Background: an optimization exercise with open tools, aiming at small area, a short achievable clock period and few clock cycles per item. Do not read the settings as production practice.
Function was checked by simulation only, so behaviour that the tests miss may differ from the original.

==> flow/design.v (excerpt) <==
module gf251_interp (
    input  wire        clk,
    input  wire        rst,
    input  wire        start,
    input  wire [3:0]  k,
    input  wire [63:0] xs,      
    input  wire [63:0] ys,      
    output wire        ready,
    output wire        done,
    output wire [1:0]  err,     
    output wire [63:0] coef     
);
    localparam ST_IDLE = 2'd0;
    localparam ST_RUN  = 2'd1;
    localparam ST_DONE = 2'd2;
    reg [1:0] st;
    reg       rdy_r;
    reg       fst;           
    reg       done_r;
    reg [7:0] x [0:7];
    reg [7:0] a [0:7];
    reg [1:0] err_r;
    reg [2:0] km1;           
    reg       r0v;
    reg       ph;            
    reg [2:0] p;             
    reg [2:0] xb;            
    reg [2:0] kl;            
    reg       r1v;
    reg       r1ph;
    reg [2:0] r1p;
    reg       r1neg;         
    reg [7:0] r1x;           
    reg       s1v;
    reg [2:0] s1d;
    reg [8:0] s1u;
    reg [7:0] s1c;
    reg [9:0] s1w;
    reg        s2v;
    reg [2:0]  s2d;
    reg [11:0] s2s;
    wire start_ok = start && rdy_r;
    wire ld       = (st != ST_RUN);      
    wire k_bad    = (k == 4'd0 || k > 4'd8);
    wire [4:0] sh  = {1'b0, s2s[11:8]};
    wire [9:0] q0  = {2'd0, s2s[7:0]} + {3'd0, sh, 2'd0} + {5'd0, sh};
    wire [9:0] q1  = q0 - 10'd251;
    wire [7:0] res = q1[9] ? q0[7:0] : q1[7:0];
    wire [7:0] xup [0:7];
    genvar g;
    generate
        for (g = 0; g < 8; g = g + 1) begin : g_xup
            assign xup[g] = x[(g + 1) % 8];
        end
    endgenerate
    wire [7:0] xh  = xup[p];
    wire [7:0] xl  = x[xb];
    wire [8:0] d1  = {1'b0, xh} - {1'b0, xl};           
    wire [8:0] d2  = {1'b0, xl} - {1'b0, xh};           
    wire [8:0] e1  = 9'd251 - d1;                       
    wire [8:0] e2  = 9'd251 - d2;
    wire       sgn = d1[8];                             
    wire [7:0] ab  = sgn ? d2[7:0] : d1[7:0];           
    wire       big = ab > 8'd125;
    wire [6:0] fold = !big ? ab[6:0] : (sgn ? e2[6:0] : e1[6:0]);
    wire       dz  = ph ? (xl == 8'd0) : (xh == xl);
  ...
==> module gf251_mul, before the edit <==
module gf251_mul (
    input  wire [8:0]  u,       
    input  wire [7:0]  c,       
    input  wire [9:0]  v,       
    output wire [11:0] s
);
    function integer wt(input integer w);
        integer n, t;
        begin
            t = 1;
            for (n = 0; n < w; n = n + 1) t = (2 * t) % 251;
            wt = t;
        end
    endfunction
    reg [11:0] acc;
    integer i, j;
    always @(*) begin
        acc = 12'd0;
        for (i = 0; i < 10; i = i + 1)
            acc = acc + (v[i] ? wt(i) : 0);
        for (i = 0; i < 9; i = i + 1)
            for (j = 0; j < 8; j = j + 1)
                acc = acc + ((u[i] & c[j]) ? wt(i + j) : 0);
    end
    assign s = acc;
endmodule
==> module gf251_interp, before the edit <==
module gf251_interp (
    input  wire        clk,
    input  wire        rst,
    input  wire        start,
    input  wire [3:0]  k,
    input  wire [63:0] xs,      
    input  wire [63:0] ys,      
    output wire        ready,
    output wire        done,
    output wire [1:0]  err,     
    output wire [63:0] coef     
);
    localparam ST_IDLE = 2'd0;
    localparam ST_RUN  = 2'd1;
    localparam ST_DONE = 2'd2;
    reg [1:0] st;
    reg       rdy_r;
    reg       fst;           
    reg       done_r;
    reg [7:0] x [0:7];
    reg [7:0] a [0:7];
    reg [1:0] err_r;
    reg [2:0] km1;           
    reg       r0v;
    reg       ph;            
    reg [2:0] p;             
    reg [2:0] xb;            
    reg [2:0] kl;            
    reg       r1v;
    reg       r1ph;
    reg [2:0] r1p;
    reg       r1neg;         
    reg [7:0] r1x;           
    reg       s1v;
    reg [2:0] s1d;
    reg [8:0] s1u;
    reg [7:0] s1c;
    reg [9:0] s1w;
    reg        s2v;
    reg [2:0]  s2d;
    reg [11:0] s2s;
    wire start_ok = start && rdy_r;
    wire ld       = (st != ST_RUN);      
    wire k_bad    = (k == 4'd0 || k > 4'd8);
    wire [4:0] sh  = {1'b0, s2s[11:8]};
    wire [9:0] q0  = {2'd0, s2s[7:0]} + {3'd0, sh, 2'd0} + {5'd0, sh};
    wire [9:0] q1  = q0 - 10'd251;
    wire [7:0] res = q1[9] ? q0[7:0] : q1[7:0];
    wire [7:0] xup [0:7];
    genvar g;
    generate
        for (g = 0; g < 8; g = g + 1) begin : g_xup
            assign xup[g] = x[(g + 1) % 8];
        end
    endgenerate
    wire [7:0] xh  = xup[p];
    wire [7:0] xl  = x[xb];
    wire [8:0] d1  = {1'b0, xh} - {1'b0, xl};           
    wire [8:0] d2  = {1'b0, xl} - {1'b0, xh};           
    wire [8:0] e1  = 9'd251 - d1;                       
    wire [8:0] e2  = 9'd251 - d2;
    wire       sgn = d1[8];                             
    wire [7:0] ab  = sgn ? d2[7:0] : d1[7:0];           
    wire       big = ab > 8'd125;
    wire [6:0] fold = !big ? ab[6:0] : (sgn ? e2[6:0] : e1[6:0]);
    wire       dz  = ph ? (xl == 8'd0) : (xh == xl);
    wire [7:0] rinv;
    gf251_inv u_inv (.a(r1x[6:0]), .inv(rinv));
    wire [7:0] c_base = r1ph ? r1x : rinv;
    wire [7:0] c_neg  = 8'd251 - c_base;
    wire [7:0] c_next = r1neg ? c_neg : c_base;
    wire [7:0] nc     = r1neg ? c_base : c_neg;
    wire [2:0] r1p1 = r1p + 3'd1;
    wire [7:0] alo = (s2v && s2d == r1p)  ? res : a[r1p];
    wire [7:0] ahi = (s2v && s2d == r1p1) ? res : a[r1p1];
    wire [8:0] u_next = {1'b0, ahi} + {1'b0, r1ph ? 8'd0 : ~alo};
    wire [9:0] w_next = r1ph ? {2'd0, alo} : {nc, 2'd0};
    wire [2:0] d_next = r1ph ? r1p : r1p1;
    wire hazard = s1v && (s1d == r1p || s1d == r1p1);
    wire adv1   = r1v && !hazard;             
    wire adv0   = r0v && (!r1v || adv1);      
    wire [11:0] ps;
    gf251_mul u_mul (.u(s1u), .c(s1c), .v(s1w), .s(ps));
    always @(posedge clk) begin
        if (rst) begin
            st  <= ST_IDLE;
            r0v <= 1'b0;
            r1v <= 1'b0;
            s1v <= 1'b0;
            s2v <= 1'b0;
        end else begin
            s2v <= s1v;
            s1v <= adv1;
            if (adv0) r1v <= 1'b1;
            else if (adv1) r1v <= 1'b0;
            if (ld) begin
                km1 <= k[2:0] - 3'd1;
                ph  <= 1'b0;
                p   <= k[2:0] - 3'd2;
                xb  <= k[2:0] - 3'd2;
                kl  <= k[2:0] - 3'd2;
            end else if (adv0) begin
                if (!ph) begin
                    if (xb != 3'd0) begin
                        p  <= p - 3'd1;
                        xb <= xb - 3'd1;
                    end else if (kl != 3'd0) begin
                        kl <= kl - 3'd1;
                        p  <= km1 - 3'd1;
                        xb <= kl - 3'd1;
                    end else begin
                        ph <= 1'b1;
                        p  <= km1 - 3'd1;
                        xb <= km1 - 3'd1;
                    end
                end else begin
                    if (p != km1 - 3'd1) begin
                        p <= p + 3'd1;
                    end else if (xb != 3'd0) begin
                        xb <= xb - 3'd1;
                        p  <= xb - 3'd1;
                    end else begin
                        r0v <= 1'b0;
                    end
                end
            end
            case (st)
                ST_RUN: if (!r0v && !r1v && !s1v) st <= ST_DONE;
                default: st <= ST_IDLE;
            endcase
            if (start_ok) begin
                if (k_bad) begin
                    st <= ST_DONE;
                end else begin
                    r0v <= (k != 4'd1);
                    st  <= ST_RUN;
                end
            end
        end
    end
    always @(posedge clk) begin
        if (rst) begin
            rdy_r  <= 1'b1;
            done_r <= 1'b0;
            fst    <= 1'b0;
        end else begin
            fst    <= start_ok && !k_bad;
            rdy_r  <= start_ok ? k_bad : (st == ST_RUN ? (!r0v && !r1v && !s1v) : 1'b1);
            done_r <= start_ok ? k_bad : (st == ST_RUN && !r0v && !r1v && !s1v);
        end
    end
    integer n;
    always @(posedge clk) begin
        s2d <= s1d;
        s2s <= ps;
        if (adv0) begin
            r1ph  <= ph;
            r1p   <= p;
            r1neg <= ph | (sgn ^ big);
            r1x   <= ph ? xl : {1'b0, fold};
        end
        s1d <= d_next;
        s1u <= u_next;
        s1c <= c_next;
        s1w <= w_next;
        if (adv0 && dz) err_r <= 2'd2;
        for (n = 0; n < 8; n = n + 1) begin
            if (s2v && s2d == n[2:0]) a[n] <= res;
            if (fst && n[2:0] > km1) a[n] <= 8'd0;
        end
        if (ld) begin
            for (n = 0; n < 8; n = n + 1) begin
                x[n] <= xs[8*n +: 8];
                a[n] <= ys[8*n +: 8];
            end
            err_r <= k_bad ? 2'd1 : 2'd0;
        end
    end
    assign ready = rdy_r;
    assign done  = done_r;
    assign err   = err_r;
    assign coef  = {a[7], a[6], a[5], a[4], a[3], a[2], a[1], a[0]};
endmodule
export LEC_CHECK = 0
export CAP_MARGIN = 20
export CORE_MARGIN = 2
export CORE_UTILIZATION = 55
export CTS_CLUSTER_DIAMETER = 80
export CTS_CLUSTER_SIZE = 24
export PLACE_DENSITY = 0.7
export SLEW_MARGIN = 20
create_clock -name core_clock -period 24.0 [get_ports {clk}]
standard.sh (not shown) runs the stock make flow with config.mk's settings and CLKGATE_MAP_FILE= SYNTH_SCRIPT=/design/flow/synth_recipe.tcl, a recipe that flattens the netlist after the stock synthesis.
==> flow/flow/run.sh <==
#!/bin/bash
# The standard layout (the standard.sh, unchanged), with one difference:
# the port buffers that global placement inserts are buf_1 cells instead of
# the delay buffers (clkdlybuf4s50_1) the resizer picks by default.
set -euo pipefail
export BUFFER_PORTS_ARGS="-buffer_cell sky130_fd_sc_hd__buf_1"
bash standard.sh > standard.log 2>&1
Testbench counts at the start, summed over its fixed seeds: cycles 13,554, items 384.
Rerun with:
--- a/flow/design.v
+++ b/flow/design.v
@@ -24,9 +24,9 @@
 endmodule
 module gf251_mul (
     input  wire [8:0]  u,       
-    input  wire [7:0]  c,       
-    input  wire [9:0]  v,       
-    output wire [11:0] s
+    input  wire [7:0]  c,
+    input  wire [7:0]  v,
+    output wire [11:0] s        
 );
     function integer wt(input integer w);
         integer n, t;
@@ -36,15 +36,23 @@
             wt = t;
         end
     endfunction
+    function integer kconst(input integer dummy);
+        integer j, t;
+        begin
+            t = 0;
+            for (j = 0; j < 8; j = j + 1) t = t + wt(8 + j);
+            kconst = (251 - (t % 251)) % 251;
+        end
+    endfunction
     reg [11:0] acc;
     integer i, j;
     always @(*) begin
-        acc = 12'd0;
-        for (i = 0; i < 10; i = i + 1)
-            acc = acc + (v[i] ? wt(i) : 0);
-        for (i = 0; i < 9; i = i + 1)
+        acc = {4'd0, v} + kconst(0);
+        for (i = 0; i < 8; i = i + 1)
             for (j = 0; j < 8; j = j + 1)
                 acc = acc + ((u[i] & c[j]) ? wt(i + j) : 0);
+        for (j = 0; j < 8; j = j + 1)
+            acc = acc + ((u[8] & c[j]) ? 0 : wt(8 + j));
     end
     assign s = acc;
 endmodule
@@ -65,7 +73,6 @@
     localparam ST_DONE = 2'd2;
     reg [1:0] st;
     reg       rdy_r;
-    reg       fst;           
     reg       done_r;
     reg [7:0] x [0:7];
     reg [7:0] a [0:7];
@@ -85,7 +92,7 @@
     reg [2:0] s1d;
     reg [8:0] s1u;
     reg [7:0] s1c;
-    reg [9:0] s1w;
+    reg [7:0] s1w;
     reg        s2v;
     reg [2:0]  s2d;
     reg [11:0] s2s;
@@ -96,14 +103,8 @@
     wire [9:0] q0  = {2'd0, s2s[7:0]} + {3'd0, sh, 2'd0} + {5'd0, sh};
     wire [9:0] q1  = q0 - 10'd251;
     wire [7:0] res = q1[9] ? q0[7:0] : q1[7:0];
-    wire [7:0] xup [0:7];
-    genvar g;
-    generate
-        for (g = 0; g < 8; g = g + 1) begin : g_xup
-            assign xup[g] = x[(g + 1) % 8];
-        end
-    endgenerate
-    wire [7:0] xh  = xup[p];
+    wire [2:0] p1  = p + 3'd1;
+    wire [7:0] xh  = x[p1];
     wire [7:0] xl  = x[xb];
     wire [8:0] d1  = {1'b0, xh} - {1'b0, xl};           
     wire [8:0] d2  = {1'b0, xl} - {1'b0, xh};           
@@ -117,14 +118,12 @@
     wire [7:0] rinv;
     gf251_inv u_inv (.a(r1x[6:0]), .inv(rinv));
     wire [7:0] c_base = r1ph ? r1x : rinv;
-    wire [7:0] c_neg  = 8'd251 - c_base;
-    wire [7:0] c_next = r1neg ? c_neg : c_base;
-    wire [7:0] nc     = r1neg ? c_base : c_neg;
+    wire [7:0] c_next = r1neg ? 8'd251 - c_base : c_base;
     wire [2:0] r1p1 = r1p + 3'd1;
     wire [7:0] alo = (s2v && s2d == r1p)  ? res : a[r1p];
     wire [7:0] ahi = (s2v && s2d == r1p1) ? res : a[r1p1];
-    wire [8:0] u_next = {1'b0, ahi} + {1'b0, r1ph ? 8'd0 : ~alo};
-    wire [9:0] w_next = r1ph ? {2'd0, alo} : {nc, 2'd0};
+    wire [8:0] u_next = {1'b0, ahi} - {1'b0, r1ph ? 8'd0 : alo};
+    wire [7:0] w_next = r1ph ? alo : 8'd0;
     wire [2:0] d_next = r1ph ? r1p : r1p1;
     wire hazard = s1v && (s1d == r1p || s1d == r1p1);
     wire adv1   = r1v && !hazard;             
@@ -192,9 +191,7 @@
         if (rst) begin
             rdy_r  <= 1'b1;
             done_r <= 1'b0;
-            fst    <= 1'b0;
         end else begin
-            fst    <= start_ok && !k_bad;
             rdy_r  <= start_ok ? k_bad : (st == ST_RUN ? (!r0v && !r1v && !s1v) : 1'b1);
             done_r <= start_ok ? k_bad : (st == ST_RUN && !r0v && !r1v && !s1v);
         end
@@ -214,14 +211,12 @@
         s1c <= c_next;
         s1w <= w_next;
         if (adv0 && dz) err_r <= 2'd2;
-        for (n = 0; n < 8; n = n + 1) begin
+        for (n = 0; n < 8; n = n + 1)
             if (s2v && s2d == n[2:0]) a[n] <= res;
-            if (fst && n[2:0] > km1) a[n] <= 8'd0;
-        end
         if (ld) begin
             for (n = 0; n < 8; n = n + 1) begin
                 x[n] <= xs[8*n +: 8];
-                a[n] <= ys[8*n +: 8];
+                a[n] <= (n < k) ? ys[8*n +: 8] : 8'd0;
             end
             err_r <= k_bad ? 2'd1 : 2'd0;
         end
Die area went down slightly.
Critical path depth went up by 22.
Design area went down slightly.
Sequential share of layout area stays flat.
Worst setup slack loses 0.14 ns.
Clock skew went down by 0.010 ns.
Routed wire length went up slightly.
Testbench counts after the change, summed over its fixed seeds: cycles 13,554, items 384.

-- static timing again, ports no longer ideal --
How much do the figures lean on ideal ports? The routed layouts below were timed once more, with nothing changed but the port constraints. Step 1 (the two cells are an assumption about what drives the block):
set clk [get_ports {clk}]
set_driving_cell -lib_cell sky130_fd_sc_hd__clkbuf_16 $clk
set_driving_cell -lib_cell sky130_fd_sc_hd__buf_2 [delete_from_list [all_inputs] $clk]
Step 2, shift: input delay + t, output delay - t, t = (earliest + latest rising clock arrival at the registers) / 2. This alone moves slack from input paths to output paths. a / b / c = ideal / step 1 / step 2; a / b = the first two.
run	t, ns	setup WS [ns]	slew at the worst register clock pin (ns)
the first run	0.543	18.003 / 17.950 / 17.683	0.10 / 0.10
the second run	0.532	17.863 / 17.863 / 17.378	0.10 / 0.10
After both steps every run listed still meets setup and hold. For the second run, which loses most, drivers alone change the setup slack by 0.000 ns; drivers and shift together by -0.485 ns.
